This design comes from an exercise in tuning for small area, a short achievable clock period and few clock cycles per item on the open sky130 flow, not from production work.
Function was checked by simulation only, so behaviour that the tests miss may differ from the original.
Power figures rest on the tool's default switching activity, not on a simulated workload.

== lane 1 ==
==> flow/design.v (excerpt) <==
module cmix_mixer (
    input  wire        clk,
    input  wire        reset,
    input  wire [63:0] cmd,
    input  wire        cmd_valid,
    output wire        cmd_ready,
    output wire [31:0] rsp,
    output reg         rsp_valid
);
export LEC_CHECK = 0
export CAP_MARGIN = 50
export CORE_MARGIN = 2
export CORE_UTILIZATION = 50
export PLACE_DENSITY = 0.65
export SETUP_SLACK_MARGIN = 5
export SLEW_MARGIN = 70
create_clock -name core_clock -period 17.0 [get_ports {clk}]
run.sh (not shown) runs the stock make flow with config.mk's settings and CLKGATE_MAP_FILE= SYNTH_SCRIPT=/design/flow/synth_recipe.tcl, a recipe that flattens the netlist after the stock synthesis.
Testbench counts of lane 1, summed over its fixed seeds: cycles 62,632, bits 2,400.
> inputs changed (lane 1 -> lane 2)
diff --git a/flow/design.v b/flow/design.v
--- a/flow/design.v
+++ b/flow/design.v
@@ -1,14 +1,14 @@
 module cmix_mixer (
     input  wire        clk,
     input  wire        reset,
     input  wire [63:0] cmd,
     input  wire        cmd_valid,
-    output wire        cmd_ready,
+    output reg         cmd_ready,
     output wire [31:0] rsp,
     output reg         rsp_valid
 );
     function [20:0] sq_tab(input [4:0] i);
         case (i)
             5'd0:  sq_tab = {12'd1,    9'd1};
             5'd1:  sq_tab = {12'd2,    9'd1};
             5'd2:  sq_tab = {12'd3,    9'd3};
@@ -147,18 +147,17 @@
     wire        e_set  = e_f[43];
     wire        e_p    = e_f[42];
     wire        e_upd  = e_f[41];
     wire        e_sq   = e_f[40];
     wire [15:0] e_pp   = e_f[39:24];
     wire [23:0] e_c    = e_f[23:0];
     reg rst_r;
     reg rsp_v_r;
-    assign cmd_ready = !s_v && !rst_r && !initing;
-    always @(*) rsp_valid = rsp_v_r && !rst_r;
+    reg s_v_n, initing_n, rsp_v_n;
     reg         y;
     reg  [11:0] res;
     reg   [4:0] nx;
     reg   [3:0] base4;           
     reg   [2:0] ncxt;
     reg   [2:0] cxt [0:5];
     reg  [11:0] pr  [0:5];
     reg         nx2f;            
@@ -251,16 +250,33 @@
     wire p_go   = e_v && e_p && aligned && !tr_active && (nx[2:0] == 3'd0) &&
                   !ph1_dot && !ph2_dot && !da_v && !db_v && !dc_v && !p_busy;
     wire upd_go = e_v && e_upd && aligned && !tr_active && !pf1 && !pf2 && !set_last && !set_last2;
     wire set_go = e_v && e_set && !tr_active;
     wire e_done = e_v && ((e_add && (nx[4] || add_go)) || p_go || upd_go || set_go ||
                           !(e_add || e_p || e_upd || e_set));
     wire e_free = !e_v || e_done;
     wire ynext = (e_v && e_sety) ? e_c[0] : y;
+    always @(*) begin
+        if (rst_r)
+            s_v_n = 1'b0;
+        else if (s_v)
+            s_v_n = !e_free;
+        else if (cmd_valid && cmd_ready)
+            s_v_n = !e_free;
+        else
+            s_v_n = 1'b0;
+        if (rst_r)
+            initing_n = 1'b1;
+        else if (initing)
+            initing_n = (icnt != 4'd15);
+        else
+            initing_n = 1'b0;
+        rsp_v_n = !rst_r && tk_v[9];
+    end
     reg  signed [15:0] err_n [0:5];
     wire signed [13:0] e2v  = $signed({1'b0, ynext, 12'd0}) - $signed({2'b00, base2});
     wire        [15:0] e2x3 = {{2{e2v[13]}}, e2v} + {{1{e2v[13]}}, e2v, 1'b0};
     wire        [15:0] e2r  = e2x3 + {15'd0, e2x3[15]};
     wire signed [15:0] err2_n = {e2r[15], e2r[15:1]};
     always @(*) begin
         for (s = 0; s < 6; s = s + 1)
             err_n[s] = ({2'b00, ynext, 12'd0} - {3'd0, pr[s]}) * 16'sd7;
@@ -503,17 +519,19 @@
         t1_sq  <= e_sq;
         t1_q   <= sq_pre(e_q);
         tk_sq[2] <= t1_sq;
         tk_val[2] <= usq;
         for (k = 3; k <= 10; k = k + 1) begin
             tk_sq[k]  <= tk_sq[k-1];
             tk_val[k] <= tk_val[k-1];
         end
-        rst_r <= reset;
+        rst_r     <= reset;
+        cmd_ready <= !s_v_n && !reset && !initing_n;
+        rsp_valid <= rsp_v_n && !reset;
         if (rst_r) begin
             s_v       <= 1'b0;
             e_v       <= 1'b0;
             y         <= 1'b0;
             res       <= 12'd0;
             nx        <= 5'd0;
             base4     <= 4'd0;
             ncxt      <= 3'd0;
==> comparison <==
In lane 2 the portion of the layout cell area used by non-clock buffers turned out 0.16 points lower than in lane 1.
Lane 2 and lane 1 ended up with nearly the same global-route wire length before repair.
The clock buffer instance count of the final layout of lane 2 is higher than that of lane 1.
Power density relative to cell area: lane 2 vs lane 1 down 1.1 nW/um^2
Number of register bits inferred by synthesis across lane 2 and lane 1: no real change.
Looking at lane 2 and lane 1, the routed wire length is a wash.
Relative to lane 1, design area has decreased by 0.47% in lane 2.
Changes observed in lane 2 relative to lane 1: via count went down 1421, number of buffer and inverter stages on the critical path went down 1, clock buffer count from CTS held, number of standard cells in the layout, taps in and fillers out held, met2 wire length went up about 1.8%.
Re data arrival time at the worst-slack endpoint: lane 2 and lane 1 aren't equal, and the lower value belongs to lane 2.
Area fraction in compound gates after synthesis (lane 2 over lane 1): decrease, 0.19 points
Testbench counts of lane 2, summed over its fixed seeds: cycles 62,632, bits 2,400.

* * *

tundra:
Starting RTL as in the previous note.
// cmix_mixer
module cmix_mixer (
    input  wire        clk,
    input  wire        reset,
    input  wire [63:0] cmd,
    input  wire        cmd_valid,
    output wire        cmd_ready,
    output wire [31:0] rsp,
    output reg         rsp_valid
);
clock: 17.0 ns
lec_check: 0
cap_margin: 50
core_margin: 2
core_utilization: 40
place_density: 0.6
setup_slack_margin: 5
slew_margin: 70
Testbench counts of tundra, summed over its fixed seeds: cycles 62,632, bits 2,400.
Here is what was changed in the inputs of juniper compared with tundra.
--- a/flow/design.v
+++ b/flow/design.v
@@ -1,18 +1,18 @@
 module cmix_mixer (
     input  wire        clk,
     input  wire        reset,
     input  wire [63:0] cmd,
     input  wire        cmd_valid,
-    output wire        cmd_ready,
+    output reg         cmd_ready,
     output wire [31:0] rsp,
     output reg         rsp_valid
 );
     function [20:0] sq_tab(input [4:0] i);
         case (i)
             5'd0:  sq_tab = {12'd1,    9'd1};
             5'd1:  sq_tab = {12'd2,    9'd1};
             5'd2:  sq_tab = {12'd3,    9'd3};
             5'd3:  sq_tab = {12'd6,    9'd4};
             5'd4:  sq_tab = {12'd10,   9'd6};
             5'd5:  sq_tab = {12'd16,   9'd11};
             5'd6:  sq_tab = {12'd27,   9'd18};
@@ -143,26 +143,25 @@
     reg          e_v;
     reg [CW-1:0] e_f;
     wire        e_sety = e_f[45];
     wire        e_add  = e_f[44];
     wire        e_set  = e_f[43];
     wire        e_p    = e_f[42];
     wire        e_upd  = e_f[41];
     wire        e_sq   = e_f[40];
     wire [15:0] e_pp   = e_f[39:24];
     wire [23:0] e_c    = e_f[23:0];
     reg rst_r;
     reg rsp_v_r;
-    assign cmd_ready = !s_v && !rst_r && !initing;
-    always @(*) rsp_valid = rsp_v_r && !rst_r;
+    reg s_v_n, initing_n, rsp_v_n;
     reg         y;
     reg  [11:0] res;
     reg   [4:0] nx;
     reg   [3:0] base4;           
     reg   [2:0] ncxt;
     reg   [2:0] cxt [0:5];
     reg  [11:0] pr  [0:5];
     reg         nx2f;            
     reg  [11:0] base2;
     reg  signed [15:0] wx2 [0:5];
     reg  signed [15:0] tx2 [0:5];
     reg [127:0] wcol [0:15];
@@ -247,24 +246,41 @@
     wire inplace   = rot_req && head_pend && !last_sub;
     wire rot       = rot_req && !inplace;
     wire add_go    = want_add && !inplace;
     wire pad_go    = want_pad && !inplace;
     wire p_go   = e_v && e_p && aligned && !tr_active && (nx[2:0] == 3'd0) &&
                   !ph1_dot && !ph2_dot && !da_v && !db_v && !dc_v && !p_busy;
     wire upd_go = e_v && e_upd && aligned && !tr_active && !pf1 && !pf2 && !set_last && !set_last2;
     wire set_go = e_v && e_set && !tr_active;
     wire e_done = e_v && ((e_add && (nx[4] || add_go)) || p_go || upd_go || set_go ||
                           !(e_add || e_p || e_upd || e_set));
     wire e_free = !e_v || e_done;
     wire ynext = (e_v && e_sety) ? e_c[0] : y;
+    always @(*) begin
+        if (rst_r)
+            s_v_n = 1'b0;
+        else if (s_v)
+            s_v_n = !e_free;
+        else if (cmd_valid && cmd_ready)
+            s_v_n = !e_free;
+        else
+            s_v_n = 1'b0;
+        if (rst_r)
+            initing_n = 1'b1;
+        else if (initing)
+            initing_n = (icnt != 4'd15);
+        else
+            initing_n = 1'b0;
+        rsp_v_n = !rst_r && tk_v[9];
+    end
     reg  signed [15:0] err_n [0:5];
     wire signed [13:0] e2v  = $signed({1'b0, ynext, 12'd0}) - $signed({2'b00, base2});
     wire        [15:0] e2x3 = {{2{e2v[13]}}, e2v} + {{1{e2v[13]}}, e2v, 1'b0};
     wire        [15:0] e2r  = e2x3 + {15'd0, e2x3[15]};
     wire signed [15:0] err2_n = {e2r[15], e2r[15:1]};
     always @(*) begin
         for (s = 0; s < 6; s = s + 1)
             err_n[s] = ({2'b00, ynext, 12'd0} - {3'd0, pr[s]}) * 16'sd7;
     end
     reg [15:0] t_next;
     always @(*) begin
         case ({1'b0, ph2_rot} + {1'b0, ph1_rot} + {1'b0, rot})
@@ -499,25 +515,27 @@
             tr_n    <= nx;
             tr_ncxt <= ncxt;
         end
         tk_p   <= {tk_p[8:0], e_p};
         t1_sq  <= e_sq;
         t1_q   <= sq_pre(e_q);
         tk_sq[2] <= t1_sq;
         tk_val[2] <= usq;
         for (k = 3; k <= 10; k = k + 1) begin
             tk_sq[k]  <= tk_sq[k-1];
             tk_val[k] <= tk_val[k-1];
         end
-        rst_r <= reset;
+        rst_r     <= reset;
+        cmd_ready <= !s_v_n && !reset && !initing_n;
+        rsp_valid <= rsp_v_n && !reset;
         if (rst_r) begin
             s_v       <= 1'b0;
             e_v       <= 1'b0;
             y         <= 1'b0;
             res       <= 12'd0;
             nx        <= 5'd0;
             base4     <= 4'd0;
             ncxt      <= 3'd0;
             nx2f      <= 1'b0;
             base2     <= 12'd0;
             initing   <= 1'b1;
             icnt      <= 4'd0;
When juniper is set beside tundra, its static power due to leakage turns out to be 0.80% smaller.
tundra reports its worst setup path startpoint as rst_r while juniper reports cmd_ready.
juniper: initial antenna violation count lower than tundra
From tundra to juniper the numbers moved as follows: shortest period the worst path allows fell by 960 ps; headroom to the max-slew limit rose by 2.5 points; wire length saw an increase; clock network power consumption comparable.
Testbench counts of juniper, summed over its fixed seeds: cycles 62,632, bits 2,400.

what the ideal ports hide:
How much do the figures lean on ideal ports? The routed layouts below were timed once more, with nothing changed but the port constraints. Step 1 (the two cells are an assumption about what drives the block):
set clk [get_ports {clk}]
set_driving_cell -lib_cell sky130_fd_sc_hd__clkbuf_16 $clk
set_driving_cell -lib_cell sky130_fd_sc_hd__buf_2 [delete_from_list [all_inputs] $clk]
Step 2 also shifts input and output timing later by t, the mid clock arrival at the registers, as if the neighbouring blocks saw the same clock. a / b / c = ideal ports / drivers / drivers and shift; a / b = the first two.
run	t (ns)	slack for setup (ns)	worst slew at a driven data input, ns
lane 1	1.248	10.949 / 10.805 / 11.789	0.25
lane 2	1.270	11.318 / 11.170 / 11.583	0.07
tundra	1.307	10.321 / 10.158 / 11.465	0.08
juniper	1.272	11.281 / 11.129 / 11.635	0.07
After both steps every run listed still meets setup and hold.
